What follows belongs to an exercise in optimizing a design on an open flow for small area, a short achievable clock period and few clock cycles; a production flow would make more cautious choices. Where RTL was checked, it was by simulation tests only, not by an equivalence proof against the original. Only the layout flow was run in run 2; the RTL was not checked for function there.

==> flow/design.v, too long to show whole: its modules and the start of the top module <==
// module gcx_enc: 1148 lines
module gcx_enc (
    input  wire        clk,
    input  wire        rst,         
    input  wire        in_valid,
    output wire        in_ready,
    input  wire [15:0] in_data,
    input  wire        in_key,
    input  wire        in_last,
    output wire        out_valid,
    input  wire        out_ready,
    output wire [31:0] out_data,
    output wire        out_last,
    output wire        done,
    output wire [31:0] hash,
    output wire [31:0] lcg
);
  // ...
==> flow/run.sh <==
#!/bin/bash
# synth_recipe.tcl (not shown) runs the flow's synth.tcl, then flattens the netlist and writes it again
# the make line also repeats each setting of config.mk as NAME=value (left out here)
make -C /OpenROAD-flow-scripts/flow DESIGN_CONFIG=/design/flow/config.mk WORK_HOME=/design/flow/orfs CLKGATE_MAP_FILE= SYNTH_SCRIPT=/design/flow/synth_recipe.tcl finish
==> flow/config.mk <==
export PLATFORM = sky130hd
export DESIGN_NAME = gcx_enc
export DESIGN_NICKNAME = gcx_enc
export VERILOG_FILES = /design/flow/design.v
export SDC_FILE = /design/flow/constraint.sdc
export NUM_CORES = 4
export LEC_CHECK = 0
export ABC_AREA = 1
export CAP_MARGIN = 60
export CORE_MARGIN = 2
export CORE_UTILIZATION = 40
export SLEW_MARGIN = 50
==> flow/constraint.sdc <==
create_clock -name core_clock -period 36.0 [get_ports {clk}]
set_input_delay 7.2000 -clock core_clock [delete_from_list [all_inputs] [get_ports {clk}]]
set_output_delay 7.2000 -clock core_clock [all_outputs]
set_load 0.01 [all_outputs]
==> impl_metrics.toml, run 1 <==
[critical_path]
crit_path_max_incr_delay_ps = 490
slowest_stage = "nand2_1"
crit_start = "in_valid"
rr_worst_depth = 23
ff2ff_setup_slack_ps = 27280
worst-path-stages = 8

[yosys]
ys_seq_area_frac = 0.166
synth.top_cell.area_share = 0.239
synthMuxAreaShare = 0.00174
ys.flop_type = "edfxtp_1"
synth.area.top_cells = "fa_1 (24%), edfxtp_1 (13%), ha_1 (12%)"
synthTopCellsByCount = "inv_1 (476), nand2_1 (405), fa_1 (215)"

[sta]
layout_min_cycle_time_ps = 9510
max_slew.worst_pin.slew_ps = 622
hold_viol_final = 0

[min_path]
holdCritPathClass = "flip-flop to flip-flop"
worstHoldStart = "hfirst"
whs_path_depth = 0

[clocking]
cts_setup_buffers = 0

[drt]
route.met3.wl_um = 2120

[global_route]
antenna_found_initial = 0

[cells_and_area]
multi_input_area_um2 = 12800
seq_share = 0.149
layout-drive-gt1-share = 0.0441
finalNonFillerCells = 2994

[run]
drv_cap = 0

[status]
status = "no timing/DRC/antenna violations"
Testbench counts, summed over its fixed seeds: cycles 13,046.
==> run 2, diff against run 1 <==
--- a/flow/design.v
+++ b/flow/design.v
@@ -180,17 +180,17 @@
     reg         np;          
     reg  [13:0] sbuf;        
     reg  [2:0]  L;           
     reg         inpay;       
     reg         lastin;      
     reg         rdy;
     reg         ov;          
     reg  [5:0]  ocs;         
-    reg  [1:0]  oc;          
+    reg         oc1, oc3;    
     reg         olast;
     reg         dn;
     wire fire  = in_valid & rdy;
     wire fkey  = fire & in_key;
     wire fbyte = fire & ~in_key;
     wire adv   = ~ov | out_ready;
     wire [11:0] a1_0 = t1_0(Y[3:0]);
     wire [11:0] a1_1 = t1_1(Y[7:4]);
@@ -1101,17 +1101,18 @@
             zw <= w0(h[5:0]);
         end else if (beat) begin
             Y  <= (c == 2'd3) ? y3 : (c == 2'd2) ? y2 : y1;
             zw <= (c == 2'd3) ? w3 : (c == 2'd2) ? w2 : w1;
             qY <= (c == 2'd3) ? n3 : (c == 2'd2) ? n2 : n1;
         end
         if (adv) begin
             ocs   <= cs;
-            oc    <= c;
+            oc1   <= (c == 2'd1);
+            oc3   <= (c == 2'd3);
             olast <= lastin & ~L[2];
         end
         if (rst) begin
             hfirst <= 1'b1;
             sbuf   <= 14'd0;
             L      <= 3'd0;
             inpay  <= 1'b0;
             lastin <= 1'b0;
@@ -1132,17 +1133,17 @@
             lastin <= lastn;
             np     <= npn;
             rdy    <= ~((uvn & uln) | npn) & (dnn | (lastn ? ~uvn : (Ln <= 4'd3)));
             ov     <= beat | (ov & ~out_ready);
             dn     <= dnn;
             conv   <= beat & lastin & ~L[2];
         end
     end
-    assign out_data  = {e3({oc == 2'd3, ocs[1:0]}), e2({oc, ocs[3:0]}),
-                        e1({ocs[5:2], oc == 2'd1}), e0(ocs[5:4])};
+    assign out_data  = {e3({oc3, ocs[1:0]}), e2({~oc1, oc1 | oc3, ocs[3:0]}),
+                        e1({ocs[5:2], oc1}), e0(ocs[5:4])};
     assign out_valid = ov;
     assign out_last  = olast;
     assign in_ready  = rdy;
     assign done      = dn;
     assign hash      = h;
     assign lcg       = {h[31:18] & {14{np}}, Y[11:0], zw};
 endmodule
==> flow/config.mk (replaced) <==
export PLATFORM = sky130hd
export DESIGN_NAME = gcx_enc
export DESIGN_NICKNAME = gcx_enc
export VERILOG_FILES = /design/flow/design.v
export SDC_FILE = /design/flow/constraint.sdc
export NUM_CORES = 4
export LEC_CHECK = 0
export ABC_AREA = 1
export CAP_MARGIN = 50
export CORE_MARGIN = 2
export CORE_UTILIZATION = 40
export SLEW_MARGIN = 60
==> impl_metrics.toml, run 2 <==
[status]
status = "no timing/DRC/antenna violations"

[min_path]
holdCritPathClass = "flip-flop to flip-flop"

[sta]
setup_viol = 0
slew_headroom = 0.606
max_slew.worst_pin.slew_ps = 585
rsz0062_at_grt = "no"
drv_slew = 0
hold_viol_final = 0
layout_min_cycle_time_ps = 9240
timing.fmax_ghz = 0.108
tns_ps = 0
hold_ws_ps = 452
clock-skew-final_ps = 4.66
setup_ws_ps = 26760
timing.final.crit_share = 0.257

[clocking]
cts_setup_buffers = 0
htreeDepth = 3
post_cts_resized = 0
clock-sinks = 109
insertion_delay_ps = 370
cts_tree = "yes"
cts_buffers = 9
root_buffer = "clkbuf_16"
cts_hold_buffers = 0
cts_buffer_depth = 2
clkTransAtPathRegs_ps = 80

[yosys]
yosys.area_share.simple = 0.186
ys_seq_area_frac = 0.164
yosys_warnings = 1
synth_area_um2 = 18200
synth.area.top_cells = "fa_1 (24%), edfxtp_1 (13%), ha_1 (12%)"
synthMostInstantiatedCell = "inv_1"
synthCells = 2342
synth_cell_types = 61
syn_area_per_cell_um2 = 7.77
synth-adder-area-share = 0.360
synthArstFlopShare = 0
ys.flop_type = "edfxtp_1"
synthTopCellsByCount = "inv_1 (477), nand2_1 (391), fa_1 (215)"
synthMuxAreaShare = 0.000550
synth.top_cell.area_share = 0.236
ys_seq_elements = 109
yosysTopAreaCell = "fa_1"
synth_top_family_by_area = "adder cells"
synth-compound-area-share = 0.130
synth-xor-area-share = 0.0332
synth_edf_count = 81

[floorplanning]
die_w_um = 217
die_h_um = 217
start_util = 0.403
io_pins = 122
rows = 78
core_area_um2 = 45200
dieArea_um2 = 47200

[drt]
firstDrtPassIters = 6
vias = 15600
drtAntennaViolNets = 0
viasPerCell = 5.16
dr.first_iter.drc_count = 1075
drc = 0
wl_per_cell_um = 18.2
wl_um = 54900

[critical_path]
critPathCapture = "sbuf[11]"
r2r_end = "Y[13]"
r2r_start = "h[13]"
crit_path_max_incr_delay_ps = 480
startpoint_type = "input pin"
end_kind = "flip-flop"
arrival_ps = 9510
cp_common_cell = "inv_1"
crit_start = "in_valid"
worstPathRequired_ps = 36260
crit_fanout = 13
slowest_stage = "clkdlybuf4s50_1"
rr_worst_depth = 23
critPathKind = "input pin to flip-flop"
cp_cell_sequence = "clkdlybuf4s50_1 > nand2_1 > nor2_1 > inv_1 > o2111ai_1 > nand3_2 > inv_1 > nor2_1 > nand2_1 > o21ai_0 > o21ai_0 > inv_1"
ff2ff_setup_slack_ps = 27310

[cells_and_area]
final_nets = 2825
largestRegisters = "h: 32 flops, u: 16 flops, Y: 15 flops"
layout-drive-gt1-share = 0.0584
fillers = 4556
syn2layout_area_growth_pct = 10.9
layout_commonest_cell = "inv_1"
final_cell_mix = "inv_1 (472), nand2_1 (389), fa_1 (215)"
top_register = "h"
antenna-diode-count = 0
largest_reg_flops = 32

[global_route]
grt_pass1_wl_um = 86500
grt_usage = 0.236
antenna_found_initial = 0
overflow = 0
grt_pass1_vias = 15300
grt_max_degree = 34

[place]
dp_hpwl_um = 46200
routabilityCongestion = 0.967
pre_cts_slack_ps = 26400
port_buffers = 112

[run]
drv_cap = 0
[run 2: cell count changes after synthesis, sizes merged, moves of 4 or more]
cell,previous run,this run
a31oi,18,13
o211ai,28,24
nand3,107,132
o21ai,210,191
nand2,415,421
o22ai,17,13
or2,24,33
xor2,47,38
[run 2: cells by family after synthesis]
logic type / Yosys count
simple gates: 787
buf+inv: 578
compound gates: 401
fa+ha+maj: 395
flops: 109
xor+xnor: 69
other cells: 2
mux: 1
[run 2: through the flow]
| stage | instance area [um^2] | std cells | util |
|---|---|---|---|
| after floorplan | 18200 | 2349 | - |
| after global placement | 19800 | 2990 | 0.438 |
| after detailed placement | 19900 | 2996 | 0.439 |
| after CTS | 20200 | 3012 | 0.447 |
| after global routing | 20200 | 3013 | 0.447 |
| final | 20200 | 3013 | 0.447 |
[run 2: worst max-delay path, delay by kind of cell]
family / cells / cell delay (ps)
AND/OR/NAND/NOR: 5 / 910
AO/OA/AOI/OAI: 3 / 390
buffers and inverters: 4 / 1010
[run 2: per-layer routing]
| metal | up-vias | track usage | share of wire |
|---|---|---|---|
| li1 | 7500 | - | - |
| met2 | 419 | 0.399 | 0.48 |
| met5 | - | 0 | 0 |
| met4 | 0 | 0.0797 | 0.032 |
| met1 | 7563 | 0.320 | 0.45 |
| met3 | 76 | 0.0177 | 0.041 |
[run 2: cell type report]
class                   count  area, um^2  area share
clock buffers               9         225      0.0112
clock inverters             7         104     0.00514
inverters                 496        1870      0.0924
multi-input cells        1662       13000       0.644
flip-flops and latches    109        2990       0.148
well taps                 600         751      0.0372
repair buffers            130        1260      0.0622
[run 2: worst min path at each step]
stage | from | endpoint | slack, ps | cells after the start
6_report | hfirst | uf | 450 | 0
5_1_grt | hfirst | uf | 460 | 0
4_1_cts | hfirst | uf | 450 | 0
3_5_place_dp | hfirst | uf | 430 | 0
3_3_place_gp | hfirst | uf | 430 | 0
2_1_floorplan | hfirst | uf | 410 | 0

[what the ideal ports hide]
The flow's constraints put no driver on any port. The routed layouts listed below were extracted and timed again, unchanged, in two steps.
Step 1 (the two cells are an assumption about what drives the block):
set clk [get_ports {clk}]
set_driving_cell -lib_cell sky130_fd_sc_hd__clkbuf_16 $clk
set_driving_cell -lib_cell sky130_fd_sc_hd__buf_2 [delete_from_list [all_inputs] $clk]
Step 2 adds t to the input delays and takes it off the output delays; t is the mean of the earliest and latest rising clock arrival at the registers after step 1. Input paths then give back, and output paths get back, about the clock's delay inside the block.
Slacks: ideal / step 1 / step 2; pairs: ideal / step 1.
run | t, ns | slack for setup (ns) | worst setup path after step 2 | latest minus earliest clock arrival (ns) | worst register clock-pin slew, ns
run 1 | 0.416 | 26.486 / 26.515 / 26.099 | input to register | 0.012 / 0.012 | 0.08 / 0.08
run 2 | 0.410 | 26.755 / 26.780 / 26.370 | input to register | 0.005 / 0.005 | 0.08 / 0.08
After both steps setup and hold are still met in every run listed. The setup slack of run 1, which loses most, moves by +0.029 ns with the drivers and by -0.387 ns with both steps.
